Source: an optimization exercise on an open RTL-to-GDS flow (aim: small area and few clock cycles). Production flows keep margins and buffers that such runs may drop.
In this exercise RTL edits were held to simulation tests only and were not proved equivalent to the original.
Power is estimated from default activity; no workload was simulated.

==> flow/design.v <==
module mono_raster (
    input             clk,
    input             rst,
    input             start,
    input             cfg_dither,
    input      [15:0] cfg_width,
    input      [15:0] cfg_height,
    output            idle,
    output            err,
    input             pix_valid,
    input      [31:0] pix_data,
    output            pix_ready,
    output            out_valid,
    output     [7:0]  out_data,
    output            out_last,
    input             out_ready
);
    localparam MAXW = 384;
    localparam FD   = 2;         
    localparam S_IDLE  = 2'd0;
    localparam S_PIX   = 2'd2;
    localparam S_DRAIN = 2'd3;
    reg  [1:0]  state;
    reg         err_r;
    reg         mode_d;
    reg  [8:0]  wm1;         
    reg  [15:0] rows;        
    reg         first_row;
    reg  [2:0]  hdr_cnt;     
    reg  [8:0]  slot;        
    reg  [8:0]  lag;         
    reg         ov;
    reg  [7:0]  od;
    reg         ol;
    reg  [6:0]         seg0 [0:7];
    reg  [6:0]         seg1 [0:7];
    reg  [6:0]         seg2 [0:15];
    reg  [6:0]         seg3 [0:31];
    reg  [6:0]         seg4 [0:63];
    reg  [6:0]         seg5 [0:127];
    reg  [6:0]         seg6 [0:127];
    reg  [5:0]         ccode;               
    wire out_free = !ov || out_ready;
    wire hdr_done = hdr_cnt[2];
    wire hdr_pend = (state == S_PIX) && !hdr_done;
    assign idle      = (state == S_IDLE);
    assign err       = err_r;
    wire cfg_bad = (cfg_width == 16'd0) || (cfg_width > MAXW) || (cfg_height == 16'd0);
    wire [8:0] lm1 = {wm1[8:3], 3'b111};
    wire [5:0] bw = wm1[8:3] + 6'd1;
    reg  [7:0] hdr_byte;
    always @(*) begin
        case (hdr_cnt[1:0])
            2'd0: hdr_byte = {2'b00, bw};
            2'd1: hdr_byte = 8'd0;
            2'd2: hdr_byte = rows[7:0];
            default: hdr_byte = rows[15:8];
        endcase
    end
    assign out_valid = ov || hdr_pend;
    assign out_data  = hdr_pend ? hdr_byte : od;
    assign out_last  = ol;
    wire [7:0] in_val;
    wire cv_tr = (pix_data[31:24] == 8'd0);
    wire [7:0] cv_r = pix_data[23:16];
    wire [7:0] cv_g = pix_data[15:8];
    wire [7:0] cv_b = pix_data[7:0];
    wire cv_ntie = !((!pix_data[1] & !pix_data[8] & pix_data[9] & pix_data[10]) | (!pix_data[8] & !pix_data[9] & pix_data[10] & !pix_data[11]) | (!pix_data[8] & pix_data[9] & pix_data[10] & !pix_data[21]) | (pix_data[1] & !pix_data[8] & !pix_data[9] & !pix_data[10] & !pix_data[21]) | (pix_data[1] & pix_data[8] & pix_data[11] & pix_data[21]) | (pix_data[1] & pix_data[10] & !pix_data[11] & !pix_data[21]));
    wire cv_c1, cv_c2;
    mr_fa cv_fc1 (.a(cv_r[0]), .b((!mode_d & cv_g[0])), .c(!mode_d), .s(cv_c1), .co(cv_c2));
    wire cv_c3, cv_c4;
    mr_fa cv_fc3 (.a(cv_r[1]), .b(cv_r[0]), .c(cv_g[0]), .s(cv_c3), .co(cv_c4));
    wire cv_c5, cv_c6;
    mr_fa cv_fc5 (.a((!mode_d & cv_g[1])), .b((!mode_d & cv_b[0])), .c(!mode_d), .s(cv_c5), .co(cv_c6));
    wire cv_c7, cv_c8;
    mr_fa cv_fc7 (.a(cv_r[2]), .b(cv_r[1]), .c(cv_g[1]), .s(cv_c7), .co(cv_c8));
    wire cv_c9, cv_c10;
    mr_fa cv_fc9 (.a((mode_d ? cv_g[0] : cv_g[2])), .b((!mode_d & cv_b[1])), .c(!mode_d), .s(cv_c9), .co(cv_c10));
    wire cv_c11, cv_c12;
    mr_fa cv_fc11 (.a(cv_r[3]), .b(cv_r[2]), .c(cv_r[0]), .s(cv_c11), .co(cv_c12));
    wire cv_c13, cv_c14;
    mr_fa cv_fc13 (.a(cv_g[2]), .b((mode_d ? cv_g[1] : cv_g[3])), .c((!mode_d & cv_g[0])), .s(cv_c13), .co(cv_c14));
    wire cv_c15 = (!mode_d & cv_b[2]) ^ !mode_d;
    wire cv_c16 = (!mode_d & cv_b[2]) & !mode_d;
    wire cv_c17, cv_c18;
    mr_fa cv_fc17 (.a(cv_r[4]), .b(cv_r[3]), .c(cv_r[1]), .s(cv_c17), .co(cv_c18));
    wire cv_c19, cv_c20;
    mr_fa cv_fc19 (.a(cv_g[3]), .b(cv_b[0]), .c((mode_d ? cv_g[2] : cv_g[4])), .s(cv_c19), .co(cv_c20));
    wire cv_c21, cv_c22;
    mr_fa cv_fc21 (.a((!mode_d & cv_g[1])), .b((!mode_d & cv_b[3])), .c(!mode_d), .s(cv_c21), .co(cv_c22));
    wire cv_c23, cv_c24;
    mr_fa cv_fc23 (.a(cv_r[5]), .b(cv_r[4]), .c(cv_r[2]), .s(cv_c23), .co(cv_c24));
    wire cv_c25, cv_c26;
    mr_fa cv_fc25 (.a(cv_g[4]), .b(cv_b[1]), .c(cv_b[0]), .s(cv_c25), .co(cv_c26));
    wire cv_c27, cv_c28;
    mr_fa cv_fc27 (.a((!mode_d & cv_r[0])), .b((mode_d ? cv_g[3] : cv_g[5])), .c((!mode_d & cv_g[2])), .s(cv_c27), .co(cv_c28));
    wire cv_c29 = (!mode_d & cv_b[4]) ^ !mode_d;
    wire cv_c30 = (!mode_d & cv_b[4]) & !mode_d;
    wire cv_c31, cv_c32;
    mr_fa cv_fc31 (.a(cv_r[6]), .b(cv_r[5]), .c(cv_r[3]), .s(cv_c31), .co(cv_c32));
    wire cv_c33, cv_c34;
    mr_fa cv_fc33 (.a(cv_g[5]), .b(cv_g[0]), .c(cv_b[2]), .s(cv_c33), .co(cv_c34));
    wire cv_c35, cv_c36;
    mr_fa cv_fc35 (.a(cv_b[1]), .b((!mode_d & cv_r[1])), .c((mode_d ? cv_g[4] : cv_g[6])), .s(cv_c35), .co(cv_c36));
    wire cv_c37, cv_c38;
    mr_fa cv_fc37 (.a((!mode_d & cv_g[3])), .b((!mode_d & cv_b[5])), .c((!mode_d & cv_b[0])), .s(cv_c37), .co(cv_c38));
    wire cv_c39, cv_c40;
    mr_fa cv_fc39 (.a(cv_r[7]), .b(cv_r[6]), .c(cv_r[4]), .s(cv_c39), .co(cv_c40));
    wire cv_c41, cv_c42;
    mr_fa cv_fc41 (.a(cv_g[6]), .b(cv_g[1]), .c(cv_b[3]), .s(cv_c41), .co(cv_c42));
    wire cv_c43, cv_c44;
    mr_fa cv_fc43 (.a(cv_b[2]), .b((mode_d ? cv_r[0] : cv_r[2])), .c((mode_d ? cv_g[5] : cv_g[7])), .s(cv_c43), .co(cv_c44));
    wire cv_c45, cv_c46;
    mr_fa cv_fc45 (.a((!mode_d & cv_g[4])), .b((!mode_d & cv_b[6])), .c((!mode_d & cv_b[1])), .s(cv_c45), .co(cv_c46));
    wire cv_c47, cv_c48;
    mr_fa cv_fc47 (.a(cv_r[7]), .b(cv_r[5]), .c(cv_g[7]), .s(cv_c47), .co(cv_c48));
    wire cv_c49, cv_c50;
    mr_fa cv_fc49 (.a(cv_g[2]), .b(cv_b[4]), .c(cv_b[3]), .s(cv_c49), .co(cv_c50));
    wire cv_c51, cv_c52;
    mr_fa cv_fc51 (.a((mode_d ? cv_r[1] : cv_r[3])), .b((!mode_d & cv_r[0])), .c((mode_d & cv_g[6])), .s(cv_c51), .co(cv_c52));
    wire cv_c53, cv_c54;
    mr_fa cv_fc53 (.a((!mode_d & cv_g[5])), .b((mode_d ? cv_b[0] : cv_b[7])), .c((!mode_d & cv_b[2])), .s(cv_c53), .co(cv_c54));
    wire cv_c55, cv_c56;
    mr_fa cv_fc55 (.a(cv_r[6]), .b(cv_g[3]), .c(cv_g[0]), .s(cv_c55), .co(cv_c56));
    wire cv_c57, cv_c58;
    mr_fa cv_fc57 (.a(cv_b[5]), .b(cv_b[4]), .c((mode_d ? cv_r[2] : cv_r[4])), .s(cv_c57), .co(cv_c58));
    wire cv_c59, cv_c60;
    mr_fa cv_fc59 (.a((!mode_d & cv_r[1])), .b((mode_d & cv_g[7])), .c((!mode_d & cv_g[6])), .s(cv_c59), .co(cv_c60));
    wire cv_c61, cv_c62;
    mr_fa cv_fc61 (.a((mode_d & cv_b[1])), .b((!mode_d & cv_b[3])), .c(!mode_d), .s(cv_c61), .co(cv_c62));
    wire cv_c63, cv_c64;
    mr_fa cv_fc63 (.a(cv_r[7]), .b(cv_g[4]), .c(cv_g[1]), .s(cv_c63), .co(cv_c64));
    wire cv_c65, cv_c66;
    mr_fa cv_fc65 (.a(cv_b[6]), .b(cv_b[5]), .c((mode_d ? cv_r[3] : cv_r[5])), .s(cv_c65), .co(cv_c66));
    wire cv_c67, cv_c68;
    mr_fa cv_fc67 (.a((mode_d ? cv_r[0] : cv_r[2])), .b((mode_d ? cv_g[0] : cv_g[7])), .c((mode_d & cv_b[2])), .s(cv_c67), .co(cv_c68));
    wire cv_c69, cv_c70;
    mr_fa cv_fc69 (.a(cv_g[5]), .b(cv_g[2]), .c(cv_b[7]), .s(cv_c69), .co(cv_c70));
    wire cv_c71, cv_c72;
    mr_fa cv_fc71 (.a(cv_b[6]), .b((mode_d ? cv_r[4] : cv_r[6])), .c((mode_d ? cv_r[1] : cv_r[3])), .s(cv_c71), .co(cv_c72));
    wire cv_c73, cv_c74;
    mr_fa cv_fc73 (.a((mode_d & cv_g[1])), .b((mode_d & cv_b[3])), .c((mode_d ? cv_b[1] : cv_b[5])), .s(cv_c73), .co(cv_c74));
    wire cv_c75 = (mode_d & cv_r[0]) ^ (mode_d & cv_b[0]);
    wire cv_c76 = (mode_d & cv_r[0]) & (mode_d & cv_b[0]);
    wire cv_c77, cv_c78;
    mr_fa cv_fc77 (.a(cv_g[6]), .b(cv_g[3]), .c(cv_b[7]), .s(cv_c77), .co(cv_c78));
    wire cv_c79, cv_c80;
    mr_fa cv_fc79 (.a((mode_d ? cv_r[5] : cv_r[7])), .b((mode_d ? cv_r[2] : cv_r[4])), .c((mode_d & cv_g[2])), .s(cv_c79), .co(cv_c80));
    wire cv_c81, cv_c82;
    mr_fa cv_fc81 (.a((mode_d & cv_b[4])), .b((mode_d ? cv_b[2] : cv_b[6])), .c((mode_d & cv_r[1])), .s(cv_c81), .co(cv_c82));
    wire cv_c83, cv_c84;
    mr_fa cv_fc83 (.a((mode_d & cv_g[0])), .b((mode_d & cv_b[1])), .c((mode_d & cv_b[0])), .s(cv_c83), .co(cv_c84));
    wire cv_c85, cv_c86;
    mr_fa cv_fc85 (.a(cv_g[7]), .b(cv_g[4]), .c((mode_d & cv_r[6])), .s(cv_c85), .co(cv_c86));
    wire cv_c87, cv_c88;
    mr_fa cv_fc87 (.a((mode_d ? cv_r[3] : cv_r[5])), .b((mode_d & cv_g[3])), .c((mode_d & cv_b[5])), .s(cv_c87), .co(cv_c88));
    wire cv_c89, cv_c90;
    mr_fa cv_fc89 (.a((mode_d ? cv_b[3] : cv_b[7])), .b((mode_d & cv_r[2])), .c((mode_d & cv_g[1])), .s(cv_c89), .co(cv_c90));
    wire cv_c91, cv_c92;
    mr_fa cv_fc91 (.a((mode_d & cv_b[2])), .b((mode_d & cv_b[1])), .c(!mode_d), .s(cv_c91), .co(cv_c92));
    wire cv_c93, cv_c94;
    mr_fa cv_fc93 (.a(cv_g[5]), .b((mode_d & cv_r[7])), .c((mode_d ? cv_r[4] : cv_r[6])), .s(cv_c93), .co(cv_c94));
    wire cv_c95, cv_c96;
    mr_fa cv_fc95 (.a((mode_d & cv_g[4])), .b((mode_d & cv_b[6])), .c((mode_d & cv_b[4])), .s(cv_c95), .co(cv_c96));
    wire cv_c97, cv_c98;
    mr_fa cv_fc97 (.a((mode_d & cv_r[3])), .b((mode_d & cv_r[0])), .c((mode_d & cv_g[2])), .s(cv_c97), .co(cv_c98));
    wire cv_c99, cv_c100;
    mr_fa cv_fc99 (.a((mode_d & cv_b[3])), .b((mode_d & cv_b[2])), .c(!mode_d), .s(cv_c99), .co(cv_c100));
    wire cv_c101, cv_c102;
    mr_fa cv_fc101 (.a(cv_g[6]), .b((mode_d ? cv_r[5] : cv_r[7])), .c((mode_d & cv_g[5])), .s(cv_c101), .co(cv_c102));
    wire cv_c103, cv_c104;
    mr_fa cv_fc103 (.a((mode_d & cv_b[7])), .b((mode_d & cv_b[5])), .c((mode_d & cv_r[4])), .s(cv_c103), .co(cv_c104));
    wire cv_c105, cv_c106;
    mr_fa cv_fc105 (.a((mode_d & cv_r[1])), .b((mode_d & cv_g[3])), .c((mode_d & cv_g[0])), .s(cv_c105), .co(cv_c106));
    wire cv_c107, cv_c108;
    mr_fa cv_fc107 (.a((mode_d & cv_b[4])), .b((mode_d & cv_b[3])), .c(!mode_d), .s(cv_c107), .co(cv_c108));
    wire cv_c109, cv_c110;
    mr_fa cv_fc109 (.a(cv_g[7]), .b((mode_d & cv_r[6])), .c((mode_d & cv_g[6])), .s(cv_c109), .co(cv_c110));
    wire cv_c111, cv_c112;
    mr_fa cv_fc111 (.a((mode_d & cv_b[6])), .b((mode_d & cv_r[5])), .c((mode_d & cv_r[2])), .s(cv_c111), .co(cv_c112));
    wire cv_c113, cv_c114;
    mr_fa cv_fc113 (.a((mode_d & cv_g[4])), .b((mode_d & cv_g[1])), .c((mode_d & cv_b[5])), .s(cv_c113), .co(cv_c114));
    wire cv_c115, cv_c116;
    mr_fa cv_fc115 (.a((mode_d & cv_r[7])), .b((mode_d & cv_g[7])), .c((mode_d & cv_b[7])), .s(cv_c115), .co(cv_c116));
    wire cv_c117, cv_c118;
    mr_fa cv_fc117 (.a((mode_d & cv_r[6])), .b((mode_d & cv_r[3])), .c((mode_d & cv_g[5])), .s(cv_c117), .co(cv_c118));
    wire cv_c119, cv_c120;
    mr_fa cv_fc119 (.a((mode_d & cv_g[2])), .b((mode_d & cv_b[6])), .c((mode_d & cv_b[5])), .s(cv_c119), .co(cv_c120));
    wire cv_c121, cv_c122;
    mr_fa cv_fc121 (.a((mode_d & cv_r[7])), .b((mode_d & cv_r[4])), .c((mode_d & cv_g[6])), .s(cv_c121), .co(cv_c122));
    wire cv_c123, cv_c124;
    mr_fa cv_fc123 (.a((mode_d & cv_g[3])), .b((mode_d & cv_b[7])), .c((mode_d & cv_b[6])), .s(cv_c123), .co(cv_c124));
    wire cv_c125, cv_c126;
    mr_fa cv_fc125 (.a((mode_d & cv_r[5])), .b((mode_d & cv_g[7])), .c((mode_d & cv_g[4])), .s(cv_c125), .co(cv_c126));
    wire cv_c127, cv_c128;
    mr_fa cv_fc127 (.a(cv_c2), .b(cv_c3), .c(cv_c5), .s(cv_c127), .co(cv_c128));
    wire cv_c129, cv_c130;
    mr_fa cv_fc129 (.a(cv_c4), .b(cv_c6), .c(cv_c7), .s(cv_c129), .co(cv_c130));
    wire cv_c131, cv_c132;
    mr_fa cv_fc131 (.a(cv_c8), .b(cv_c10), .c(cv_c11), .s(cv_c131), .co(cv_c132));
    wire cv_c133 = cv_c13 ^ cv_c15;
    wire cv_c134 = cv_c13 & cv_c15;
    wire cv_c135, cv_c136;
    mr_fa cv_fc135 (.a(cv_c12), .b(cv_c14), .c(cv_c16), .s(cv_c135), .co(cv_c136));
    wire cv_c137, cv_c138;
    mr_fa cv_fc137 (.a(cv_c17), .b(cv_c19), .c(cv_c21), .s(cv_c137), .co(cv_c138));
    wire cv_c139, cv_c140;
    mr_fa cv_fc139 (.a(cv_c18), .b(cv_c20), .c(cv_c22), .s(cv_c139), .co(cv_c140));
    wire cv_c141, cv_c142;
    mr_fa cv_fc141 (.a(cv_c23), .b(cv_c25), .c(cv_c27), .s(cv_c141), .co(cv_c142));
    wire cv_c143, cv_c144;
    mr_fa cv_fc143 (.a(cv_c24), .b(cv_c26), .c(cv_c28), .s(cv_c143), .co(cv_c144));
    wire cv_c145, cv_c146;
    mr_fa cv_fc145 (.a(cv_c30), .b(cv_c31), .c(cv_c33), .s(cv_c145), .co(cv_c146));
    wire cv_c147 = cv_c35 ^ cv_c37;
    wire cv_c148 = cv_c35 & cv_c37;
    wire cv_c149, cv_c150;
    mr_fa cv_fc149 (.a(cv_c32), .b(cv_c34), .c(cv_c36), .s(cv_c149), .co(cv_c150));
    wire cv_c151, cv_c152;
    mr_fa cv_fc151 (.a(cv_c38), .b(cv_c39), .c(cv_c41), .s(cv_c151), .co(cv_c152));
    wire cv_c153, cv_c154;
    mr_fa cv_fc153 (.a(cv_c43), .b(cv_c45), .c(!mode_d), .s(cv_c153), .co(cv_c154));
    wire cv_c155, cv_c156;
    mr_fa cv_fc155 (.a(cv_c40), .b(cv_c42), .c(cv_c44), .s(cv_c155), .co(cv_c156));
    wire cv_c157, cv_c158;
    mr_fa cv_fc157 (.a(cv_c46), .b(cv_c47), .c(cv_c49), .s(cv_c157), .co(cv_c158));
    wire cv_c159 = cv_c51 ^ cv_c53;
    wire cv_c160 = cv_c51 & cv_c53;
    wire cv_c161, cv_c162;
    mr_fa cv_fc161 (.a(cv_c48), .b(cv_c50), .c(cv_c52), .s(cv_c161), .co(cv_c162));
    wire cv_c163, cv_c164;
    mr_fa cv_fc163 (.a(cv_c54), .b(cv_c55), .c(cv_c57), .s(cv_c163), .co(cv_c164));
    wire cv_c165 = cv_c59 ^ cv_c61;
    wire cv_c166 = cv_c59 & cv_c61;
    wire cv_c167, cv_c168;
    mr_fa cv_fc167 (.a(cv_c56), .b(cv_c58), .c(cv_c60), .s(cv_c167), .co(cv_c168));
    wire cv_c169, cv_c170;
    mr_fa cv_fc169 (.a(cv_c62), .b(cv_c63), .c(cv_c65), .s(cv_c169), .co(cv_c170));
    wire cv_c171 = cv_c67 ^ (mode_d ? cv_b[0] : cv_b[4]);
    wire cv_c172 = cv_c67 & (mode_d ? cv_b[0] : cv_b[4]);
    wire cv_c173, cv_c174;
    mr_fa cv_fc173 (.a(cv_c64), .b(cv_c66), .c(cv_c68), .s(cv_c173), .co(cv_c174));
    wire cv_c175, cv_c176;
    mr_fa cv_fc175 (.a(cv_c69), .b(cv_c71), .c(cv_c73), .s(cv_c175), .co(cv_c176));
    wire cv_c177, cv_c178;
    mr_fa cv_fc177 (.a(cv_c70), .b(cv_c72), .c(cv_c74), .s(cv_c177), .co(cv_c178));
    wire cv_c179, cv_c180;
    mr_fa cv_fc179 (.a(cv_c76), .b(cv_c77), .c(cv_c79), .s(cv_c179), .co(cv_c180));
    wire cv_c181, cv_c182;
    mr_fa cv_fc181 (.a(cv_c81), .b(cv_c83), .c(!mode_d), .s(cv_c181), .co(cv_c182));
    wire cv_c183, cv_c184;
    mr_fa cv_fc183 (.a(cv_c78), .b(cv_c80), .c(cv_c82), .s(cv_c183), .co(cv_c184));
    wire cv_c185, cv_c186;
    mr_fa cv_fc185 (.a(cv_c84), .b(cv_c85), .c(cv_c87), .s(cv_c185), .co(cv_c186));
    wire cv_c187 = cv_c89 ^ cv_c91;
    wire cv_c188 = cv_c89 & cv_c91;
    wire cv_c189, cv_c190;
    mr_fa cv_fc189 (.a(cv_c86), .b(cv_c88), .c(cv_c90), .s(cv_c189), .co(cv_c190));
    wire cv_c191, cv_c192;
    mr_fa cv_fc191 (.a(cv_c92), .b(cv_c93), .c(cv_c95), .s(cv_c191), .co(cv_c192));
    wire cv_c193 = cv_c97 ^ cv_c99;
    wire cv_c194 = cv_c97 & cv_c99;
    wire cv_c195, cv_c196;
    mr_fa cv_fc195 (.a(cv_c94), .b(cv_c96), .c(cv_c98), .s(cv_c195), .co(cv_c196));
    wire cv_c197, cv_c198;
    mr_fa cv_fc197 (.a(cv_c100), .b(cv_c101), .c(cv_c103), .s(cv_c197), .co(cv_c198));
    wire cv_c199 = cv_c105 ^ cv_c107;
    wire cv_c200 = cv_c105 & cv_c107;
    wire cv_c201, cv_c202;
    mr_fa cv_fc201 (.a(cv_c102), .b(cv_c104), .c(cv_c106), .s(cv_c201), .co(cv_c202));
    wire cv_c203, cv_c204;
    mr_fa cv_fc203 (.a(cv_c108), .b(cv_c109), .c(cv_c111), .s(cv_c203), .co(cv_c204));
    wire cv_c205 = cv_c113 ^ (mode_d & cv_b[4]);
    wire cv_c206 = cv_c113 & (mode_d & cv_b[4]);
    wire cv_c207, cv_c208;
    mr_fa cv_fc207 (.a(cv_c110), .b(cv_c112), .c(cv_c114), .s(cv_c207), .co(cv_c208));
    wire cv_c209, cv_c210;
    mr_fa cv_fc209 (.a(cv_c115), .b(cv_c117), .c(cv_c119), .s(cv_c209), .co(cv_c210));
    wire cv_c211, cv_c212;
    mr_fa cv_fc211 (.a(cv_c116), .b(cv_c118), .c(cv_c120), .s(cv_c211), .co(cv_c212));
    wire cv_c213 = cv_c121 ^ cv_c123;
    wire cv_c214 = cv_c121 & cv_c123;
    wire cv_c215, cv_c216;
    mr_fa cv_fc215 (.a(cv_c122), .b(cv_c124), .c(cv_c125), .s(cv_c215), .co(cv_c216));
    wire cv_c217, cv_c218;
    mr_fa cv_fc217 (.a(cv_c126), .b((mode_d & cv_r[6])), .c((mode_d & cv_g[5])), .s(cv_c217), .co(cv_c218));
    wire cv_c219, cv_c220;
    mr_fa cv_fc219 (.a(cv_c128), .b(cv_c129), .c(cv_c9), .s(cv_c219), .co(cv_c220));
    wire cv_c221, cv_c222;
    mr_fa cv_fc221 (.a(cv_c130), .b(cv_c131), .c(cv_c133), .s(cv_c221), .co(cv_c222));
    wire cv_c223, cv_c224;
    mr_fa cv_fc223 (.a(cv_c132), .b(cv_c134), .c(cv_c135), .s(cv_c223), .co(cv_c224));
    wire cv_c225, cv_c226;
    mr_fa cv_fc225 (.a(cv_c136), .b(cv_c138), .c(cv_c139), .s(cv_c225), .co(cv_c226));
    wire cv_c227 = cv_c141 ^ cv_c29;
    wire cv_c228 = cv_c141 & cv_c29;
    wire cv_c229, cv_c230;
    mr_fa cv_fc229 (.a(cv_c140), .b(cv_c142), .c(cv_c143), .s(cv_c229), .co(cv_c230));
    wire cv_c231 = cv_c145 ^ cv_c147;
    wire cv_c232 = cv_c145 & cv_c147;
    wire cv_c233, cv_c234;
    mr_fa cv_fc233 (.a(cv_c144), .b(cv_c146), .c(cv_c148), .s(cv_c233), .co(cv_c234));
    wire cv_c235, cv_c236;
    mr_fa cv_fc235 (.a(cv_c149), .b(cv_c151), .c(cv_c153), .s(cv_c235), .co(cv_c236));
    wire cv_c237, cv_c238;
    mr_fa cv_fc237 (.a(cv_c150), .b(cv_c152), .c(cv_c154), .s(cv_c237), .co(cv_c238));
    wire cv_c239, cv_c240;
    mr_fa cv_fc239 (.a(cv_c155), .b(cv_c157), .c(cv_c159), .s(cv_c239), .co(cv_c240));
    wire cv_c241, cv_c242;
    mr_fa cv_fc241 (.a(cv_c156), .b(cv_c158), .c(cv_c160), .s(cv_c241), .co(cv_c242));
    wire cv_c243, cv_c244;
    mr_fa cv_fc243 (.a(cv_c161), .b(cv_c163), .c(cv_c165), .s(cv_c243), .co(cv_c244));
    wire cv_c245, cv_c246;
    mr_fa cv_fc245 (.a(cv_c162), .b(cv_c164), .c(cv_c166), .s(cv_c245), .co(cv_c246));
    wire cv_c247, cv_c248;
    mr_fa cv_fc247 (.a(cv_c167), .b(cv_c169), .c(cv_c171), .s(cv_c247), .co(cv_c248));
    wire cv_c249, cv_c250;
    mr_fa cv_fc249 (.a(cv_c168), .b(cv_c170), .c(cv_c172), .s(cv_c249), .co(cv_c250));
    wire cv_c251, cv_c252;
    mr_fa cv_fc251 (.a(cv_c173), .b(cv_c175), .c(cv_c75), .s(cv_c251), .co(cv_c252));
    wire cv_c253, cv_c254;
    mr_fa cv_fc253 (.a(cv_c174), .b(cv_c176), .c(cv_c177), .s(cv_c253), .co(cv_c254));
    wire cv_c255 = cv_c179 ^ cv_c181;
    wire cv_c256 = cv_c179 & cv_c181;
    wire cv_c257, cv_c258;
    mr_fa cv_fc257 (.a(cv_c178), .b(cv_c180), .c(cv_c182), .s(cv_c257), .co(cv_c258));
    wire cv_c259, cv_c260;
    mr_fa cv_fc259 (.a(cv_c183), .b(cv_c185), .c(cv_c187), .s(cv_c259), .co(cv_c260));
    wire cv_c261, cv_c262;
    mr_fa cv_fc261 (.a(cv_c184), .b(cv_c186), .c(cv_c188), .s(cv_c261), .co(cv_c262));
    wire cv_c263, cv_c264;
    mr_fa cv_fc263 (.a(cv_c189), .b(cv_c191), .c(cv_c193), .s(cv_c263), .co(cv_c264));
    wire cv_c265, cv_c266;
    mr_fa cv_fc265 (.a(cv_c190), .b(cv_c192), .c(cv_c194), .s(cv_c265), .co(cv_c266));
    wire cv_c267, cv_c268;
    mr_fa cv_fc267 (.a(cv_c195), .b(cv_c197), .c(cv_c199), .s(cv_c267), .co(cv_c268));
    wire cv_c269, cv_c270;
    mr_fa cv_fc269 (.a(cv_c196), .b(cv_c198), .c(cv_c200), .s(cv_c269), .co(cv_c270));
    wire cv_c271, cv_c272;
    mr_fa cv_fc271 (.a(cv_c201), .b(cv_c203), .c(cv_c205), .s(cv_c271), .co(cv_c272));
    wire cv_c273, cv_c274;
    mr_fa cv_fc273 (.a(cv_c202), .b(cv_c204), .c(cv_c206), .s(cv_c273), .co(cv_c274));
    wire cv_c275 = cv_c207 ^ cv_c209;
    wire cv_c276 = cv_c207 & cv_c209;
    wire cv_c277, cv_c278;
    mr_fa cv_fc277 (.a(cv_c208), .b(cv_c210), .c(cv_c211), .s(cv_c277), .co(cv_c278));
    wire cv_c279, cv_c280;
    mr_fa cv_fc279 (.a(cv_c212), .b(cv_c214), .c(cv_c215), .s(cv_c279), .co(cv_c280));
    wire cv_c281, cv_c282;
    mr_fa cv_fc281 (.a(cv_c218), .b((mode_d & cv_r[7])), .c((mode_d & cv_g[6])), .s(cv_c281), .co(cv_c282));
    wire cv_c283, cv_c284;
    mr_fa cv_fc283 (.a(cv_c222), .b(cv_c223), .c(cv_c137), .s(cv_c283), .co(cv_c284));
    wire cv_c285, cv_c286;
    mr_fa cv_fc285 (.a(cv_c224), .b(cv_c225), .c(cv_c227), .s(cv_c285), .co(cv_c286));
    wire cv_c287, cv_c288;
    mr_fa cv_fc287 (.a(cv_c226), .b(cv_c228), .c(cv_c229), .s(cv_c287), .co(cv_c288));
    wire cv_c289, cv_c290;
    mr_fa cv_fc289 (.a(cv_c230), .b(cv_c232), .c(cv_c233), .s(cv_c289), .co(cv_c290));
    wire cv_c291, cv_c292;
    mr_fa cv_fc291 (.a(cv_c234), .b(cv_c236), .c(cv_c237), .s(cv_c291), .co(cv_c292));
    wire cv_c293, cv_c294;
    mr_fa cv_fc293 (.a(cv_c238), .b(cv_c240), .c(cv_c241), .s(cv_c293), .co(cv_c294));
    wire cv_c295, cv_c296;
    mr_fa cv_fc295 (.a(cv_c242), .b(cv_c244), .c(cv_c245), .s(cv_c295), .co(cv_c296));
    wire cv_c297, cv_c298;
    mr_fa cv_fc297 (.a(cv_c246), .b(cv_c248), .c(cv_c249), .s(cv_c297), .co(cv_c298));
    wire cv_c299, cv_c300;
    mr_fa cv_fc299 (.a(cv_c250), .b(cv_c252), .c(cv_c253), .s(cv_c299), .co(cv_c300));
    wire cv_c301, cv_c302;
    mr_fa cv_fc301 (.a(cv_c254), .b(cv_c256), .c(cv_c257), .s(cv_c301), .co(cv_c302));
    wire cv_c303, cv_c304;
    mr_fa cv_fc303 (.a(cv_c258), .b(cv_c260), .c(cv_c261), .s(cv_c303), .co(cv_c304));
    wire cv_c305, cv_c306;
    mr_fa cv_fc305 (.a(cv_c262), .b(cv_c264), .c(cv_c265), .s(cv_c305), .co(cv_c306));
    wire cv_c307, cv_c308;
    mr_fa cv_fc307 (.a(cv_c266), .b(cv_c268), .c(cv_c269), .s(cv_c307), .co(cv_c308));
    wire cv_c309, cv_c310;
    mr_fa cv_fc309 (.a(cv_c270), .b(cv_c272), .c(cv_c273), .s(cv_c309), .co(cv_c310));
    wire cv_c311, cv_c312;
    mr_fa cv_fc311 (.a(cv_c274), .b(cv_c276), .c(cv_c277), .s(cv_c311), .co(cv_c312));
    wire cv_c313, cv_c314;
    mr_fa cv_fc313 (.a(cv_c278), .b(cv_c279), .c((mode_d & cv_b[7])), .s(cv_c313), .co(cv_c314));
    wire cv_c315, cv_c316;
    mr_fa cv_fc315 (.a(cv_c280), .b(cv_c216), .c(cv_c217), .s(cv_c315), .co(cv_c316));
    wire cv_c317, cv_c318;
    mr_fa cv_fc317 (.a(cv_c286), .b(cv_c287), .c(cv_c231), .s(cv_c317), .co(cv_c318));
    wire cv_c319, cv_c320;
    mr_fa cv_fc319 (.a(cv_c288), .b(cv_c289), .c(cv_c235), .s(cv_c319), .co(cv_c320));
    wire cv_c321, cv_c322;
    mr_fa cv_fc321 (.a(cv_c290), .b(cv_c291), .c(cv_c239), .s(cv_c321), .co(cv_c322));
    wire cv_c323, cv_c324;
    mr_fa cv_fc323 (.a(cv_c292), .b(cv_c293), .c(cv_c243), .s(cv_c323), .co(cv_c324));
    wire cv_c325, cv_c326;
    mr_fa cv_fc325 (.a(cv_c294), .b(cv_c295), .c(cv_c247), .s(cv_c325), .co(cv_c326));
    wire cv_c327, cv_c328;
    mr_fa cv_fc327 (.a(cv_c296), .b(cv_c297), .c(cv_c251), .s(cv_c327), .co(cv_c328));
    wire cv_c329, cv_c330;
    mr_fa cv_fc329 (.a(cv_c298), .b(cv_c299), .c(cv_c255), .s(cv_c329), .co(cv_c330));
    wire cv_c331, cv_c332;
    mr_fa cv_fc331 (.a(cv_c300), .b(cv_c301), .c(cv_c259), .s(cv_c331), .co(cv_c332));
    wire cv_c333, cv_c334;
    mr_fa cv_fc333 (.a(cv_c302), .b(cv_c303), .c(cv_c263), .s(cv_c333), .co(cv_c334));
    wire cv_c335, cv_c336;
    mr_fa cv_fc335 (.a(cv_c304), .b(cv_c305), .c(cv_c267), .s(cv_c335), .co(cv_c336));
    wire cv_c337, cv_c338;
    mr_fa cv_fc337 (.a(cv_c306), .b(cv_c307), .c(cv_c271), .s(cv_c337), .co(cv_c338));
    wire cv_c339, cv_c340;
    mr_fa cv_fc339 (.a(cv_c308), .b(cv_c309), .c(cv_c275), .s(cv_c339), .co(cv_c340));
    wire cv_c341, cv_c342;
    mr_fa cv_fc341 (.a(cv_c310), .b(cv_c311), .c(cv_c213), .s(cv_c341), .co(cv_c342));
    wire cv_c343, cv_c344;
    mr_fa cv_fc343 (.a(cv_c342), .b(cv_c312), .c(cv_c313), .s(cv_c343), .co(cv_c344));
    wire cv_c345, cv_c346;
    mr_fa cv_fc345 (.a(cv_c344), .b(cv_c314), .c(cv_c315), .s(cv_c345), .co(cv_c346));
    wire cv_c347, cv_c348;
    mr_fa cv_fc347 (.a(cv_c346), .b(cv_c316), .c(cv_c281), .s(cv_c347), .co(cv_c348));
    wire cv_c349, cv_c350;
    mr_fa cv_fc349 (.a(cv_c348), .b(cv_c282), .c((mode_d & cv_g[7])), .s(cv_c349), .co(cv_c350));
    wire cv_c351 = (cv_c1 & (!mode_d & cv_ntie)) | (1'b0 & (cv_c1 ^ (!mode_d & cv_ntie)));
    wire cv_c352 = (cv_c127 & 1'b0) | (cv_c351 & (cv_c127 ^ 1'b0));
    wire cv_c353 = (cv_c219 & 1'b0) | (cv_c352 & (cv_c219 ^ 1'b0));
    wire cv_c354 = (cv_c220 & cv_c221) | (cv_c220 & cv_c353) | (cv_c221 & cv_c353);
    wire cv_c355 = (cv_c283 & 1'b0) | (cv_c354 & (cv_c283 ^ 1'b0));
    wire cv_c356 = (cv_c284 & cv_c285) | (cv_c284 & cv_c355) | (cv_c285 & cv_c355);
    wire cv_c357 = (cv_c317 & 1'b0) | (cv_c356 & (cv_c317 ^ 1'b0));
    wire cv_c358 = (cv_c318 & cv_c319) | (cv_c318 & cv_c357) | (cv_c319 & cv_c357);
    wire cv_c359 = (cv_c320 & cv_c321) | (cv_c320 & cv_c358) | (cv_c321 & cv_c358);
    wire cv_c360 = (cv_c322 & cv_c323) | (cv_c322 & cv_c359) | (cv_c323 & cv_c359);
    wire cv_c361 = (cv_c324 & cv_c325) | (cv_c324 & cv_c360) | (cv_c325 & cv_c360);
    wire cv_c362 = (cv_c326 & cv_c327) | (cv_c326 & cv_c361) | (cv_c327 & cv_c361);
    wire cv_c363 = (cv_c328 & cv_c329) | (cv_c328 & cv_c362) | (cv_c329 & cv_c362);
    wire cv_c364 = (cv_c330 & cv_c331) | (cv_c330 & cv_c363) | (cv_c331 & cv_c363);
    wire cv_c365 = (cv_c332 & cv_c333) | (cv_c332 & cv_c364) | (cv_c333 & cv_c364);
    wire cv_c366 = (cv_c334 & cv_c335) | (cv_c334 & cv_c365) | (cv_c335 & cv_c365);
    wire cv_c367, cv_c368;
    mr_fa cv_fc367 (.a(cv_c336), .b(cv_c337), .c(cv_c366), .s(cv_c367), .co(cv_c368));
    wire cv_c369, cv_c370;
    mr_fa cv_fc369 (.a(cv_c338), .b(cv_c339), .c(cv_c368), .s(cv_c369), .co(cv_c370));
    wire cv_c371, cv_c372;
    mr_fa cv_fc371 (.a(cv_c340), .b(cv_c341), .c(cv_c370), .s(cv_c371), .co(cv_c372));
    wire cv_c373 = cv_c343 ^ 1'b0 ^ cv_c372;
    wire cv_c374 = (cv_c343 & 1'b0) | (cv_c372 & (cv_c343 ^ 1'b0));
    wire cv_c375 = cv_c345 ^ 1'b0 ^ cv_c374;
    wire cv_c376 = (cv_c345 & 1'b0) | (cv_c374 & (cv_c345 ^ 1'b0));
    wire cv_c377 = cv_c347 ^ 1'b0 ^ cv_c376;
    wire cv_c378 = (cv_c347 & 1'b0) | (cv_c376 & (cv_c347 ^ 1'b0));
    wire cv_c379 = cv_c349 ^ 1'b0 ^ cv_c378;
    wire cv_c380 = (cv_c349 & 1'b0) | (cv_c378 & (cv_c349 ^ 1'b0));
    wire cv_c381 = cv_c350 ^ 1'b0 ^ cv_c380;
    wire cv_c382 = (cv_c350 & 1'b0) | (cv_c380 & (cv_c350 ^ 1'b0));
    assign in_val = {cv_c381, cv_c379, cv_c377, cv_c375, cv_c373, cv_c371, cv_c369, cv_c367} | {8{cv_tr}};
    reg  [7:0] fifo [0:FD-1];
    reg        f_wp, f_rp;
    reg  [1:0] f_cnt;
    wire       f_empty = (f_cnt == 2'd0);
    wire [7:0] luma    = fifo[f_rp];
    wire last_col  = (slot == wm1);
    wire last_slot = (slot == lm1);
    wire last_row  = (rows == 16'd1);
    wire byte_done = (slot[2:0] == 3'd7) || last_col;
    wire [6:0] o0 = seg0[7];
    wire [6:0] o1 = wm1[3] ? seg1[7] : o0;
    wire [6:0] o2 = wm1[4] ? seg2[15] : o1;
    wire [6:0] o3 = wm1[5] ? seg3[31] : o2;
    wire [6:0] o4 = wm1[6] ? seg4[63] : o3;
    wire [6:0] o5 = (wm1[7] || wm1[8]) ? seg5[127] : o4;
    wire [6:0] tapv = wm1[8] ? seg6[127] : o5;
    wire [6:0] code_l = (slot == 9'd0) ? 7'd0 : seg0[0];
    wire [6:0] code_a = first_row ? 7'd0 : tapv;
    wire [5:0] code_c = (first_row || slot == 9'd0) ? 6'd0 : ccode;
    wire [8:0] u;
    wire vs_v1, vs_v2;
    mr_fa vs_fv1 (.a(luma[0]), .b(code_l[1]), .c(code_l[2]), .s(vs_v1), .co(vs_v2));
    wire vs_v3, vs_v4;
    mr_fa vs_fv3 (.a(code_l[0]), .b(!code_l[6]), .c(code_a[1]), .s(vs_v3), .co(vs_v4));
    wire vs_v5, vs_v6;
    mr_fa vs_fv5 (.a(code_a[2]), .b(code_a[0]), .c(!code_a[6]), .s(vs_v5), .co(vs_v6));
    wire vs_v7 = code_c[0] ^ !code_c[5] ^ 1'b1;
    wire vs_v8 = (code_c[0] & !code_c[5]) | (code_c[0] & 1'b1) | (!code_c[5] & 1'b1);
    wire vs_v9, vs_v10;
    mr_fa vs_fv9 (.a(luma[1]), .b(code_l[2]), .c(code_l[3]), .s(vs_v9), .co(vs_v10));
    wire vs_v11, vs_v12;
    mr_fa vs_fv11 (.a(!code_l[6]), .b(code_a[2]), .c(code_a[3]), .s(vs_v11), .co(vs_v12));
    wire vs_v13, vs_v14;
    mr_fa vs_fv13 (.a(!code_a[6]), .b(code_c[1]), .c(!code_c[5]), .s(vs_v13), .co(vs_v14));
    wire vs_v15, vs_v16;
    mr_fa vs_fv15 (.a(luma[2]), .b(code_l[3]), .c(code_l[4]), .s(vs_v15), .co(vs_v16));
    wire vs_v17, vs_v18;
    mr_fa vs_fv17 (.a(!code_l[6]), .b(code_a[3]), .c(code_a[4]), .s(vs_v17), .co(vs_v18));
    wire vs_v19, vs_v20;
    mr_fa vs_fv19 (.a(!code_a[6]), .b(code_c[2]), .c(!code_c[5]), .s(vs_v19), .co(vs_v20));
    wire vs_v21, vs_v22;
    mr_fa vs_fv21 (.a(luma[3]), .b(code_l[4]), .c(code_l[5]), .s(vs_v21), .co(vs_v22));
    wire vs_v23, vs_v24;
    mr_fa vs_fv23 (.a(!code_l[6]), .b(code_a[4]), .c(code_a[5]), .s(vs_v23), .co(vs_v24));
    wire vs_v25, vs_v26;
    mr_fa vs_fv25 (.a(!code_a[6]), .b(code_c[3]), .c(!code_c[5]), .s(vs_v25), .co(vs_v26));
    wire vs_v27, vs_v28;
    mr_fa vs_fv27 (.a(luma[4]), .b(code_l[5]), .c(code_a[5]), .s(vs_v27), .co(vs_v28));
    wire vs_v29 = code_c[4] ^ !code_c[5];
    wire vs_v30 = code_c[4] & !code_c[5];
    wire vs_v31, vs_v32;
    mr_fa vs_fv31 (.a(luma[5]), .b(!code_l[6]), .c(!code_a[6]), .s(vs_v31), .co(vs_v32));
    wire vs_v33, vs_v34;
    mr_fa vs_fv33 (.a(vs_v1), .b(vs_v3), .c(vs_v5), .s(vs_v33), .co(vs_v34));
    wire vs_v35, vs_v36;
    mr_fa vs_fv35 (.a(vs_v2), .b(vs_v4), .c(vs_v6), .s(vs_v35), .co(vs_v36));
    wire vs_v37, vs_v38;
    mr_fa vs_fv37 (.a(vs_v8), .b(vs_v9), .c(vs_v11), .s(vs_v37), .co(vs_v38));
    wire vs_v39 = vs_v13 ^ 1'b1;
    wire vs_v40 = vs_v13 & 1'b1;
    wire vs_v41, vs_v42;
    mr_fa vs_fv41 (.a(vs_v10), .b(vs_v12), .c(vs_v14), .s(vs_v41), .co(vs_v42));
    wire vs_v43, vs_v44;
    mr_fa vs_fv43 (.a(vs_v15), .b(vs_v17), .c(vs_v19), .s(vs_v43), .co(vs_v44));
    wire vs_v45, vs_v46;
    mr_fa vs_fv45 (.a(vs_v16), .b(vs_v18), .c(vs_v20), .s(vs_v45), .co(vs_v46));
    wire vs_v47, vs_v48;
    mr_fa vs_fv47 (.a(vs_v21), .b(vs_v23), .c(vs_v25), .s(vs_v47), .co(vs_v48));
    wire vs_v49, vs_v50;
    mr_fa vs_fv49 (.a(vs_v22), .b(vs_v24), .c(vs_v26), .s(vs_v49), .co(vs_v50));
    wire vs_v51 = vs_v27 ^ vs_v29;
    wire vs_v52 = vs_v27 & vs_v29;
    wire vs_v53, vs_v54;
    mr_fa vs_fv53 (.a(vs_v28), .b(vs_v30), .c(vs_v31), .s(vs_v53), .co(vs_v54));
    wire vs_v55, vs_v56;
    mr_fa vs_fv55 (.a(vs_v34), .b(vs_v35), .c(vs_v37), .s(vs_v55), .co(vs_v56));
    wire vs_v57, vs_v58;
    mr_fa vs_fv57 (.a(vs_v36), .b(vs_v38), .c(vs_v40), .s(vs_v57), .co(vs_v58));
    wire vs_v59 = vs_v41 ^ vs_v43;
    wire vs_v60 = vs_v41 & vs_v43;
    wire vs_v61, vs_v62;
    mr_fa vs_fv61 (.a(vs_v42), .b(vs_v44), .c(vs_v45), .s(vs_v61), .co(vs_v62));
    wire vs_v63, vs_v64;
    mr_fa vs_fv63 (.a(vs_v46), .b(vs_v48), .c(vs_v49), .s(vs_v63), .co(vs_v64));
    wire vs_v65, vs_v66;
    mr_fa vs_fv65 (.a(vs_v50), .b(vs_v52), .c(vs_v53), .s(vs_v65), .co(vs_v66));
    wire vs_v67, vs_v68;
    mr_fa vs_fv67 (.a(vs_v54), .b(vs_v32), .c(luma[6]), .s(vs_v67), .co(vs_v68));
    wire vs_v69, vs_v70;
    mr_fa vs_fv69 (.a(vs_v56), .b(vs_v57), .c(vs_v59), .s(vs_v69), .co(vs_v70));
    wire vs_v71, vs_v72;
    mr_fa vs_fv71 (.a(vs_v58), .b(vs_v60), .c(vs_v61), .s(vs_v71), .co(vs_v72));
    wire vs_v73, vs_v74;
    mr_fa vs_fv73 (.a(vs_v62), .b(vs_v63), .c(vs_v51), .s(vs_v73), .co(vs_v74));
    wire vs_v75, vs_v76;
    mr_fa vs_fv75 (.a(vs_v70), .b(vs_v71), .c(vs_v47), .s(vs_v75), .co(vs_v76));
    wire vs_v77, vs_v78;
    mr_fa vs_fv77 (.a(vs_v74), .b(vs_v64), .c(vs_v65), .s(vs_v77), .co(vs_v78));
    wire vs_v79, vs_v80;
    mr_fa vs_fv79 (.a(vs_v76), .b(vs_v72), .c(vs_v73), .s(vs_v79), .co(vs_v80));
    wire vs_v81, vs_v82;
    mr_fa vs_fv81 (.a(vs_v78), .b(vs_v66), .c(vs_v67), .s(vs_v81), .co(vs_v82));
    wire vs_v83, vs_v84;
    mr_fa vs_fv83 (.a(vs_v82), .b(vs_v68), .c(luma[7]), .s(vs_v83), .co(vs_v84));
    wire vs_v85 = vs_v33 ^ vs_v7 ^ 1'b0;
    wire vs_v86 = (vs_v33 & vs_v7) | (1'b0 & (vs_v33 ^ vs_v7));
    wire vs_v87, vs_v88;
    mr_fa vs_fv87 (.a(vs_v55), .b(vs_v39), .c(vs_v86), .s(vs_v87), .co(vs_v88));
    wire vs_v89 = vs_v69 ^ 1'b0 ^ vs_v88;
    wire vs_v90 = (vs_v69 & 1'b0) | (vs_v88 & (vs_v69 ^ 1'b0));
    wire vs_v91 = vs_v75 ^ 1'b0 ^ vs_v90;
    wire vs_v92 = (vs_v75 & 1'b0) | (vs_v90 & (vs_v75 ^ 1'b0));
    wire vs_v93 = vs_v79 ^ 1'b0 ^ vs_v92;
    wire vs_v94 = (vs_v79 & 1'b0) | (vs_v92 & (vs_v79 ^ 1'b0));
    wire vs_v95, vs_v96;
    mr_fa vs_fv95 (.a(vs_v80), .b(vs_v77), .c(vs_v94), .s(vs_v95), .co(vs_v96));
    wire vs_v97 = vs_v81 ^ 1'b0 ^ vs_v96;
    wire vs_v98 = (vs_v81 & 1'b0) | (vs_v96 & (vs_v81 ^ 1'b0));
    wire vs_v99 = vs_v83 ^ 1'b0 ^ vs_v98;
    wire vs_v100 = (vs_v83 & 1'b0) | (vs_v98 & (vs_v83 ^ 1'b0));
    wire vs_v101 = vs_v84 ^ 1'b0 ^ vs_v100;
    wire vs_v102 = (vs_v84 & 1'b0) | (vs_v100 & (vs_v84 ^ 1'b0));
    assign u = {vs_v101, vs_v99, vs_v97, vs_v95, vs_v93, vs_v91, vs_v89, vs_v87, vs_v85};
    wire       white = u[8];                        
    wire       neg = !u[7];
    wire       inc = !(u[8] ^ u[7]);
    wire [6:0] mx  = u[6:0] ^ {7{neg}};
    wire [6:0] mag;
    wire [7:0] mc;
    assign mc[0] = inc;
    genvar gi;
    generate
        for (gi = 0; gi < 7; gi = gi + 1) begin : inc_
            assign mag[gi]  = mx[gi] ^ mc[gi];
            assign mc[gi+1] = mx[gi] & mc[gi];
        end
    endgenerate
    wire       g0  = mag[2] ? mag[1] : (mag[1] & mag[0]);
    wire [6:0] code_new = {neg, {mag[6:3], mag[2], g0} ^ {6{neg}}};
    wire       bit_v   = mode_d ? !white : !luma[2];
    wire [7:0] od_new = ((slot[2:0] == 3'd0) ? 8'd0 : od) | ({7'd0, bit_v} << (3'd7 - slot[2:0]));
    wire in_slot  = (lag == 9'd0);
    wire pix_fire = (state == S_PIX) && !f_empty && in_slot && out_free && (!byte_done || hdr_done);
    wire slot_hold = first_row && (slot == 9'd0) && in_slot && !pix_fire;
    wire [8:0] slot_next = last_slot ? 9'd0 : slot + 9'd1;
    wire last_lag  = (lag[2:0] == 3'd7) && (lag[8:3] == wm1[8:3]);
    assign pix_ready = (state == S_PIX) && (f_cnt != FD);
    wire in_fire = pix_valid && pix_ready;
    integer k;
    always @(posedge clk) begin
        seg0[0] <= pix_fire ? code_new : tapv;
        seg1[0] <= o0;
        seg2[0] <= o1;
        seg3[0] <= o2;
        seg4[0] <= o3;
        seg5[0] <= o4;
        seg6[0] <= o5;
        for (k = 1; k < 8; k = k + 1) begin
            seg0[k] <= seg0[k-1];
            seg1[k] <= seg1[k-1];
        end
        for (k = 1; k < 16; k = k + 1)
            seg2[k] <= seg2[k-1];
        for (k = 1; k < 32; k = k + 1)
            seg3[k] <= seg3[k-1];
        for (k = 1; k < 64; k = k + 1)
            seg4[k] <= seg4[k-1];
        for (k = 1; k < 128; k = k + 1) begin
            seg5[k] <= seg5[k-1];
            seg6[k] <= seg6[k-1];
        end
        if (pix_fire) begin
            ccode <= tapv[6:1];
        end
        if (in_fire)
            fifo[f_wp] <= in_val;
    end
    always @(posedge clk) begin
        if (state == S_IDLE) begin
            f_wp  <= 1'b0;
            f_rp  <= 1'b0;
            f_cnt <= 2'd0;
        end else begin
            if (in_fire)
                f_wp <= !f_wp;
            if (pix_fire)
                f_rp <= !f_rp;
            f_cnt <= f_cnt + in_fire - pix_fire;
        end
    end
    always @(posedge clk) begin
        if (rst) begin
            state     <= S_IDLE;
            err_r     <= 1'b0;
            ov        <= 1'b0;
        end else begin
            if (out_ready)
                ov <= 1'b0;
            case (state)
                S_IDLE: begin
                    if (start) begin
                        if (cfg_bad) begin
                            err_r <= 1'b1;
                        end else begin
                            err_r     <= 1'b0;
                            mode_d    <= cfg_dither;
                            wm1       <= cfg_width[8:0] - 9'd1;
                            rows      <= cfg_height;
                            first_row <= 1'b1;
                            hdr_cnt   <= 3'd0;
                            ol        <= 1'b0;
                            slot      <= 9'd0;
                            lag       <= 9'd0;
                            state     <= S_PIX;
                        end
                    end
                end
                S_PIX: begin
                    if (!slot_hold)
                        slot <= slot_next;
                    if (pix_fire)
                        lag <= last_col ? slot_next : 9'd0;
                    else if (!slot_hold)
                        lag <= last_lag ? 9'd0 : lag + 9'd1;
                    if (hdr_pend && out_ready)
                        hdr_cnt <= hdr_cnt + 3'd1;
                    if (pix_fire) begin
                        od <= od_new;
                        if (byte_done) begin
                            ov <= 1'b1;
                            ol <= last_col && last_row;
                        end
                        if (last_col) begin
                            rows      <= rows - 16'd1;
                            first_row <= 1'b0;
                            if (last_row)
                                state <= S_DRAIN;
                        end
                    end
                end
                default: begin  
                    if (out_free)
                        state <= S_IDLE;
                end
            endcase
        end
    end
endmodule
module mr_fa (input a, input b, input c, output s, output co);
    assign s  = a ^ b ^ c;
    assign co = (a & b) | (a & c) | (b & c);
endmodule
==> flow/flow/run.sh <==
#!/bin/bash
# The standard ORFS flow, with two changes: clock tree synthesis inserts no
# dummy loads, and the port buffers are the smallest buffer cell.
set -euo pipefail
bash standard.sh \
  "CTS_ARGS=-sink_clustering_enable -repair_clock_nets -dont_use_dummy_load -sink_clustering_size 22 -sink_clustering_max_diameter 60 -buf_list sky130_fd_sc_hd__clkbuf_8" \
  "BUFFER_PORTS_ARGS=-buffer_cell sky130_fd_sc_hd__buf_1" \
  finish > flow.log 2>&1
==> flow/standard.sh <==
#!/bin/bash
# synth_recipe.tcl (not shown) runs the flow's synth.tcl, then flattens the netlist and writes it again
# the make line also repeats each setting of config.mk as NAME=value (left out here)
make -C /OpenROAD-flow-scripts/flow DESIGN_CONFIG=/design/flow/config.mk WORK_HOME=/design/flow/orfs CLKGATE_MAP_FILE= SYNTH_SCRIPT=/design/flow/synth_recipe.tcl "${@:-finish}"
==> flow/config.mk <==
export PLATFORM = sky130hd
export DESIGN_NAME = mono_raster
export DESIGN_NICKNAME = mono_raster
export VERILOG_FILES = /design/flow/design.v
export SDC_FILE = /design/flow/constraint.sdc
export NUM_CORES = 4
export LEC_CHECK = 0
export CAP_MARGIN = 20
export CORE_MARGIN = 2
export CORE_UTILIZATION = 40
export SLEW_MARGIN = 20
export SYNTH_HIERARCHICAL = 1
==> flow/constraint.sdc <==
create_clock -name core_clock -period 22.0 [get_ports {clk}]
set_input_delay 4.4000 -clock core_clock [delete_from_list [all_inputs] [get_ports {clk}]]
set_output_delay 4.4000 -clock core_clock [all_outputs]
set_load 0.01 [all_outputs]
==> impl_metrics.toml, run 1 <==
[status]
outcome = "timing/DRC/antenna clean"

[logic_synthesis]
synth_simple_gate_area_frac = 0.02369
syn_nets = 3973
synth_top_family_by_area = "adder cells"
synth-edff-count = 79
yosysTopAreaCell = "dfxtp_1"
synth.distinct_cells = 59
async_flop_share = 0
synth-seq-cells = 2776
syn-instance-count = 3652
synth_compound_area_frac = 0.01665
post_synth_fa_ha_maj_area_fraction = 0.07183
ys_top_cells_by_area = "dfxtp_1, fa_1, edfxtp_1"
ys_seq_area_frac = 0.8703
synth_xor_area_frac = 0.009331
synth_ff_type = "dfxtp_1"
avgSynthCellArea_um2 = 17.73
synth.area.mux_share = 0.003246
syn_area_um2 = 64760
netlist.area_leader.share = 0.8337
yosysWarningCount = 14

[hold_path]
min_path_cells = 0
min_path_type = "reg2reg"
worstHoldEndpoint = "seg1[4][0]"
min_from = "seg1[3][0]"

[setup_path]
r2r_cells = 26
r2r_end = "seg0[0][4]"
r2r-start = "wm1[3]"
rrSetupSlack_ps = 13030
cp-startpoint = "pix_data[13]"
crit_fanout = 5
cp.arrival_ps = 11310
worstSetupEndpointType = "register"
start_kind = "input port"
required_ps = 22510
worst-setup-path-type = "in2reg"

[floorplan]
ios = 83
start_util = 0.4029
die_h_um = 406.4
fp.dieW_um = 406.4
dieArea_um2 = 165100
coreArea_um2 = 160800
fp-row-count = 147

[global_route]
grt_pass1_vias = 24119
grt_overflow = 0
grt_usage = 0.1033
grt_pass1_wl_um = 133400
grt_start_max_net_pins = 45
antenna_found_initial = 2

[clock_network]
postCtsHoldBufs = 0
cts-root-buf = "clkbuf_8"
cts_made_buffers = 154
cts_setup_buffers = 0
cts_tree = "yes"
cts_resized = 0
cts_max_level = 4
cts.sinks = 2776
clock_latency_ps = 880
clockBufferDepth = 3
clk_pin_slew_ps = 110

[drt]
met2_length_um = 32030
wire_per_inst_um = 13.64
drc = 0
drt-total-wl_um = 82150
via_per_inst = 3.964
wirelength_met1_um = 44450
drtIter0Drc = 1082
route.vias.total = 23869
wl_met3_um = 3622
antenna_left = 0
top_layer = "met4"
drt_pass1_iterations = 5

[power_and_ir_drop]
comb_power_share = 0.052
power_frac_seq = 0.685
pwr-share-clk = 0.263
internal_power_mw = 5.879
p_sw_mw = 1.524
irDropWorstVdd_mv = 0.05860
swShare = 0.2059
p_total_mw = 7.403
power.leakage_nw = 27.64
p_per_area_nw_per_um2 = 106.0

[sta]
finalHoldViolations = 0
worst_pin_slew_ps = 1033
setup_viol = 0
max_freq_mhz = 92.61
fin_tns_setup_ps = 0
post-route-period-util = 0.4908
rsz0062_at_grt = "no"
fin_crit_ps = 10800
slew_headroom = 0.3091
drv_slew = 0
fin_skew_ps = 121.1

[final_layout]
drive_above_1_share = 0.05181
stdcell_count = 6021
fill_cells = 14223
nets = 4183
area_growth_pct = 7.840
fin_util = 0.4345

[run]
drv_cap = 0

[placed_design]
portBuffers = 82
dp.cells = 5866
gp_congestion = 0.7680
dp_hpwl_um = 49750
## sequential cells by signal, indices dropped and copies added, names as in the netlist, 6 cells and up, named ones only
name and count:
rows 16, lag 9, seg6 896, seg3 224, fifo 16, ccode 6, seg4 448, wm1 9
od 8, seg0 56, seg1 56, slot 9, seg5 896, seg2 112
## modules after synthesis, one instance, submodules excluded
module / cells inside / copies in the design
mr_fa: 1 / 200
mono_raster: 3452 / 1
## worst max-delay path by stage
stage / end / slack (ps) / depth (start not counted)
after floorplan: fifo[0][7] / 11440 / 21
after global placement: fifo[0][7] / 10290 / 22
after detailed placement: fifo[0][7] / 10270 / 22
after CTS: fifo[0][6] / 11200 / 21
after global routing: fifo[1][6] / 10940 / 21
final: fifo[0][6] / 11200 / 21
## cells in the final DEF (no fill, tap or decap), types with 3 or more instances in the layout
master	n
dfxtp_1	2697
fa_1	200
clkbuf_8	154
buf_1	82
edfxtp_1	79
nand2_1	71
nor2_1	55
ha_1	51
inv_1	45
xnor2_1	41
and2_1	33
o21ai_0	31
xor2_1	28
nand2b_1	28
a21oi_1	27
nor2b_1	24
nand3_1	20
a221oi_1	17
nor4_1	16
mux2_2	16
nor3_1	14
a21o_1	12
a22oi_1	10
o32ai_1	10
o211ai_1	9
or2_2	9
buf_4	9
o21a_1	7
a31oi_1	6
and3_1	6
o31ai_1	5
a32o_1	4
nor3b_1	3
mux2i_1	3
## worst max-delay path, stage by stage
cell and delay [ps]:
buf_1 460, and2_1 400, nand2b_1 170, fa_1 460
fa_1 470, fa_1 410, fa_1 510, fa_1 520
or2_2 310, maj3_1 360, o211a_1 240, a221oi_1 260
nand2_1 170, fa_1 410, fa_1 390, fa_1 380
ha_1 190, ha_1 180, ha_1 180, ha_1 260
nand2b_1 150
## cell usage after synthesis (17+ instances only)
library cell / count
nor2b_1: 24
xnor2_1: 41
nand2b_1: 28
edfxtp_1: 79
ha_1: 51
a221oi_1: 17
nand3_1: 20
and2_1: 33
fa_1: 200
inv_1: 45
nor2_1: 55
a21oi_1: 27
o21ai_0: 31
xor2_1: 28
dfxtp_1: 2697
clkbuf_1: 28
nand2_1: 71
## cells by family after synthesis
logic type                 after synthesis
DFF                                   2776
AOI/OAI and AO/OA                      157
muxes                                   19
adders and majority gates              252
xor gates and xnor gates                69
buffers and inverters                   84
and+or+nand+nor                        295
## power by group through the flow
stage               Clock (mW)  Combinational, mW  Sequential [mW]
finish                    1.95              0.384             5.07
global route              2.24              0.452             5.07
CTS                       2.07              0.405             5.07
detailed placement           0              0.402             5.19
global placement             0              0.405             5.19
floorplan                    0              0.267             5.18
## layout make-up
| type | instances | area (um2) | area share |
|---|---|---|---|
| Sequential cell | 2776 | 56360 | 0.8070 |
| Clock buffer | 154 | 2120 | 0.03035 |
| Timing Repair Buffer | 91 | 375.4 | 0.005375 |
| Multi-Input combinational cell | 792 | 8100 | 0.1160 |
| Tap cell | 2160 | 2703 | 0.03870 |
| Antenna cell | 1 | 2.502 | 0.00003583 |
| Inverter | 47 | 176.4 | 0.002526 |
## through the flow
step           cell area, um2  hold slack [ps]  setup slack, ps
2_1_floorplan           64760            309.6            11440
3_3_place_gp            67710            309.8            10290
3_5_place_dp            67720            312.1            10270
4_1_cts                 69840            225.4            11200
5_1_grt                 69840            228.8            10940
6_report                69840            232.0            11200
## routing by layer
layer | vias up | global-route usage
li1 | 11862 | -
met1 | 11497 | 0.1584
met2 | 353 | 0.1405
met3 | 157 | 0.02342
met4 | 0 | 0.03879
met5 | - | 0
Testbench counts, summed over its fixed seeds: cycles 267,576.
==> run 2, diff against run 1 <==
--- a/flow/design.v
+++ b/flow/design.v
@@ -574,20 +574,20 @@
     assign u = {vs_v101, vs_v99, vs_v97, vs_v95, vs_v93, vs_v91, vs_v89, vs_v87, vs_v85};
     wire       white = u[8];                        
     wire       neg = !u[7];
-    wire       inc = !(u[8] ^ u[7]);
-    wire [6:0] mx  = u[6:0] ^ {7{neg}};
-    wire [6:0] mag;
-    wire [7:0] mc;
-    assign mc[0] = inc;
+    wire       dec = neg && !u[8];
+    wire       inc = !neg && u[8];
+    wire [6:0] w;
+    wire [7:0] wc;
+    assign wc[0] = inc;
     genvar gi;
     generate
-        for (gi = 0; gi < 7; gi = gi + 1) begin : inc_
-            assign mag[gi]  = mx[gi] ^ mc[gi];
-            assign mc[gi+1] = mx[gi] & mc[gi];
+        for (gi = 0; gi < 7; gi = gi + 1) begin : adj_
+            assign w[gi]    = u[gi] ^ dec ^ wc[gi];
+            assign wc[gi+1] = (u[gi] & dec) | (wc[gi] & (u[gi] ^ dec));
         end
     endgenerate
-    wire       g0  = mag[2] ? mag[1] : (mag[1] & mag[0]);
-    wire [6:0] code_new = {neg, {mag[6:3], mag[2], g0} ^ {6{neg}}};
+    wire       g0s = neg ? (w[2] ? (w[1] | w[0]) : w[1]) : (w[2] ? w[1] : (w[1] & w[0]));
+    wire [6:0] code_new = {neg, w[6:2], g0s};
     wire       bit_v   = mode_d ? !white : !luma[2];
     wire [7:0] od_new = ((slot[2:0] == 3'd0) ? 8'd0 : od) | ({7'd0, bit_v} << (3'd7 - slot[2:0]));
     wire in_slot  = (lag == 9'd0);
==> impl_metrics.toml, run 2 <==
[logic_synthesis]
netlist.area_leader.share = 0.8328
synth.area.mux_share = 0.003937
yosysTopAreaCell = "dfxtp_1"
synth_compound_area_frac = 0.01700
synth_xor_area_frac = 0.007971
synth_simple_gate_area_frac = 0.02430
synth-edff-count = 79
syn-instance-count = 3647
async_flop_share = 0
synth_top_family_by_area = "adder cells"
yosysWarningCount = 14
syn_area_um2 = 64830
avgSynthCellArea_um2 = 17.78
ys_seq_area_frac = 0.8694
synth_most_common_cell = "dfxtp_1"
post_synth_fa_ha_maj_area_fraction = 0.07226
synth-seq-cells = 2776
ys_top_cells_by_area = "dfxtp_1, fa_1, edfxtp_1"
synth_ff_type = "dfxtp_1"
synth.distinct_cells = 69
yosys-top-cells-count = "dfxtp_1, fa_1, edfxtp_1"
syn_nets = 3967

[sta]
drv_slew = 0
fin_tns_setup_ps = 0
slew_headroom = 0.3192
setup_ws_ps = 11230
fin_hold_ws_ps = 232.2
worst_pin_slew_ps = 1021
finalHoldViolations = 0
setup_viol = 0
rsz0062_at_grt = "no"
fin_crit_ps = 10770
fin_skew_ps = 112.7
post-route-period-util = 0.4895
max_freq_mhz = 92.86

[final_layout]
final_cell_mix = "dfxtp_1, fa_1, clkbuf_8"
nets = 4187
fin_util = 0.4352
drive_above_1_share = 0.05433
final_area_um2 = 69960
area_growth_pct = 7.909
layout_commonest_cell = "dfxtp_1"
reg_top3 = "seg5 (896), seg6 (896), seg4 (448)"

[placed_design]
dp_hpwl_um = 53930
portBuffers = 82
dp_slack_ps = 10270
place_area_um2 = 67790
gp_congestion = 0.7599

[setup_path]
crit_fanout = 5
rrSetupSlack_ps = 11690
cp.arrival_ps = 11310
cp_common_cell = "fa_1"
worst-setup-path-type = "in2reg"
cp_slowest_stage_delay_ps = 550
path_buf_inv = 1
worstSetupEndpointType = "register"
r2r_cells = 30
r2r_end = "seg0[0][5]"
r2r-start = "wm1[3]"
required_ps = 22540
crit_family = "adder cells"
start_kind = "input port"
path_cells = "buf_1 > and2_1 > a21o_1 > fa_1 > fa_1 > fa_1 > fa_1 > fa_1 > or2_2 > maj3_1 > o211a_1 > a221oi_1 > nand2_1 > fa_1 > fa_1 > fa_1 > ha_1 > ha_1 > ha_1 > ha_1 > nand2b_1"
critPathSlowestCell = "fa_1"

[floorplan]
dieArea_um2 = 165300
start_util = 0.4033
fp-row-count = 147
die_h_um = 406.6
coreArea_um2 = 160800
fp.dieW_um = 406.6
ios = 83

[hold_path]
worstHoldEndpoint = "seg6[90][5]"
min_path_cells = 0
min_from = "seg6[89][5]"
min_path_type = "reg2reg"

[clock_network]
clock_latency_ps = 870
cts_setup_buffers = 0
cts.sinks = 2776
cts-root-buf = "clkbuf_8"
cts_made_buffers = 157
clk_pin_slew_ps = 120
cts_max_level = 4
clockBufferDepth = 3
cts_resized = 0
postCtsHoldBufs = 0
cts_tree = "yes"

[drt]
via_per_inst = 3.987
antenna_left = 0
drt_pass1_iterations = 4
drtIter0Drc = 1292
route.vias.total = 24031
drc = 0
wire_per_inst_um = 14.23
drt-total-wl_um = 85790

[global_route]
antenna_found_initial = 5
grt_pass1_vias = 24455
grt_pass1_wl_um = 137400
grt_start_max_net_pins = 46
grt_usage = 0.1068
grt_overflow = 0

[power_and_ir_drop]
power.leakage_nw = 27.73
irDropWorstVdd_mv = 0.06606
p_per_area_nw_per_um2 = 106.2

[run]
drv_cap = 0

[status]
outcome = "timing/DRC/antenna clean"
==> run 2: cell types whose count changed after synthesis, moves of 5 or more <==
cell      previous run  this run
clkbuf_1            28        21
fa_1               200       206
ha_1                51        44
nand2_1             71        76
nor2_1              55        62
nor4_1              16        10
xnor2_1             41        29
==> run 2: logic make-up (layout without fill, tap and decap cells) <==
family / after synthesis / in the layout
compound gates: 155 / 155
xor+xnor: 59 / 59
fa+ha+maj: 251 / 251
buf+inv: 82 / 300
flops: 2776 / 2776
mux: 22 / 22
other cells: 0 / 2
simple gates: 302 / 302
==> run 2: final cells by class <==
type	instances	area, um2
Clock buffer	157	2161
Sequential cell	2776	56360
Antenna cell	2	5.005
Fill cell	14151	90790
Timing Repair Buffer	93	394.1
Multi-Input combinational cell	789	8143
Tap cell	2160	2703
Inverter	50	190.2
==> run 2: worst max-delay path by stage <==
stage	from	end	slack [ps]	cells after the start
floorplan	pix_data[12]	fifo[0][7]	11440	21
global placement	pix_data[16]	fifo[0][7]	10270	22
detailed placement	pix_data[18]	fifo[1][7]	10270	22
CTS	pix_data[18]	fifo[1][7]	11210	22
global route	pix_data[18]	fifo[0][7]	10950	22
finish	pix_data[18]	fifo[0][6]	11230	21
==> run 2: per-module statistics from Yosys (local to each module, per instance) <==
module / cells inside / flip-flops and latches / copies in the design / cell area [um2]
mono_raster: 3447 / 2776 / 1 / 60830
mr_fa: 1 / 0 / 200 / 20.02
==> run 2: report_power, final <==
part           internal (mW)  switching, mW  total [mW]  leakage (nW)
combinational          0.177          0.212       0.390          3.77
clock                  0.646           1.32        1.97          1.13
sequential              5.07        0.00143        5.07          22.8
==> run 2: worst register-to-register path, delay by kind of cell (launching register included) <==
| family | cells | cell delay (ps) |
|---|---|---|
| xor gates and xnor gates | 3 | 390 |
| AOI/OAI and AO/OA | 4 | 1400 |
| and+or+nand+nor | 3 | 920 |
| adders and majority gates | 16 | 6030 |
| muxes | 1 | 430 |
| buffers and inverters | 3 | 600 |
| DFF | 1 | 340 |
==> run 2: per-stage QoR <==
stage	power (mW)	instances
5_1_grt	7.782	6027
3_3_place_gp	5.600	5867
4_1_cts	7.564	6025
2_1_floorplan	5.460	3647
3_5_place_dp	5.597	5868
6_report	7.430	6027
==> run 2: layer usage <==
metal | track usage | part of all wire | routed length, um | vias to the layer above
met1 | 0.1589 | 0.53 | 45280 | 11679
met2 | 0.1511 | 0.41 | 34750 | 352
met3 | 0.02666 | 0.042 | 3598 | 168
met5 | 0 | 0 | 0 | -
met4 | 0.03580 | 0.025 | 2161 | 0
li1 | - | - | - | 11832
Testbench counts of run 2, summed over its fixed seeds: cycles 267,576.

==> separate check: timing with driven ports <==
Ports are ideal in the flow. The routed layouts listed here were re-timed in OpenROAD.
Step 1, drivers: a clkbuf_16 drives clk and a buf_2 each remaining input, both assumed.
Step 2 moves the port delays by t, midway between the first and last clock arrival at a register: inputs arrive t later, outputs are due t later. That takes back most of the time a late clock gives input paths.
a / b / c = ideal / step 1 / step 2; a / b = the first two.
| run | t, ns | slack for setup (ns) | latest minus earliest clock arrival (ns) | worst register clock-pin slew, ns |
|---|---|---|---|---|
| run 1 | 0.895 | 11.202 / 11.254 / 10.359 | 0.123 / 0.124 | 0.12 / 0.12 |
| run 2 | 0.887 | 11.231 / 11.279 / 10.392 | 0.120 / 0.121 | 0.12 / 0.12 |
After both steps setup and hold are still met in every run listed. For run 1, which loses most, drivers alone change the setup slack by +0.052 ns; drivers and shift together by -0.843 ns.
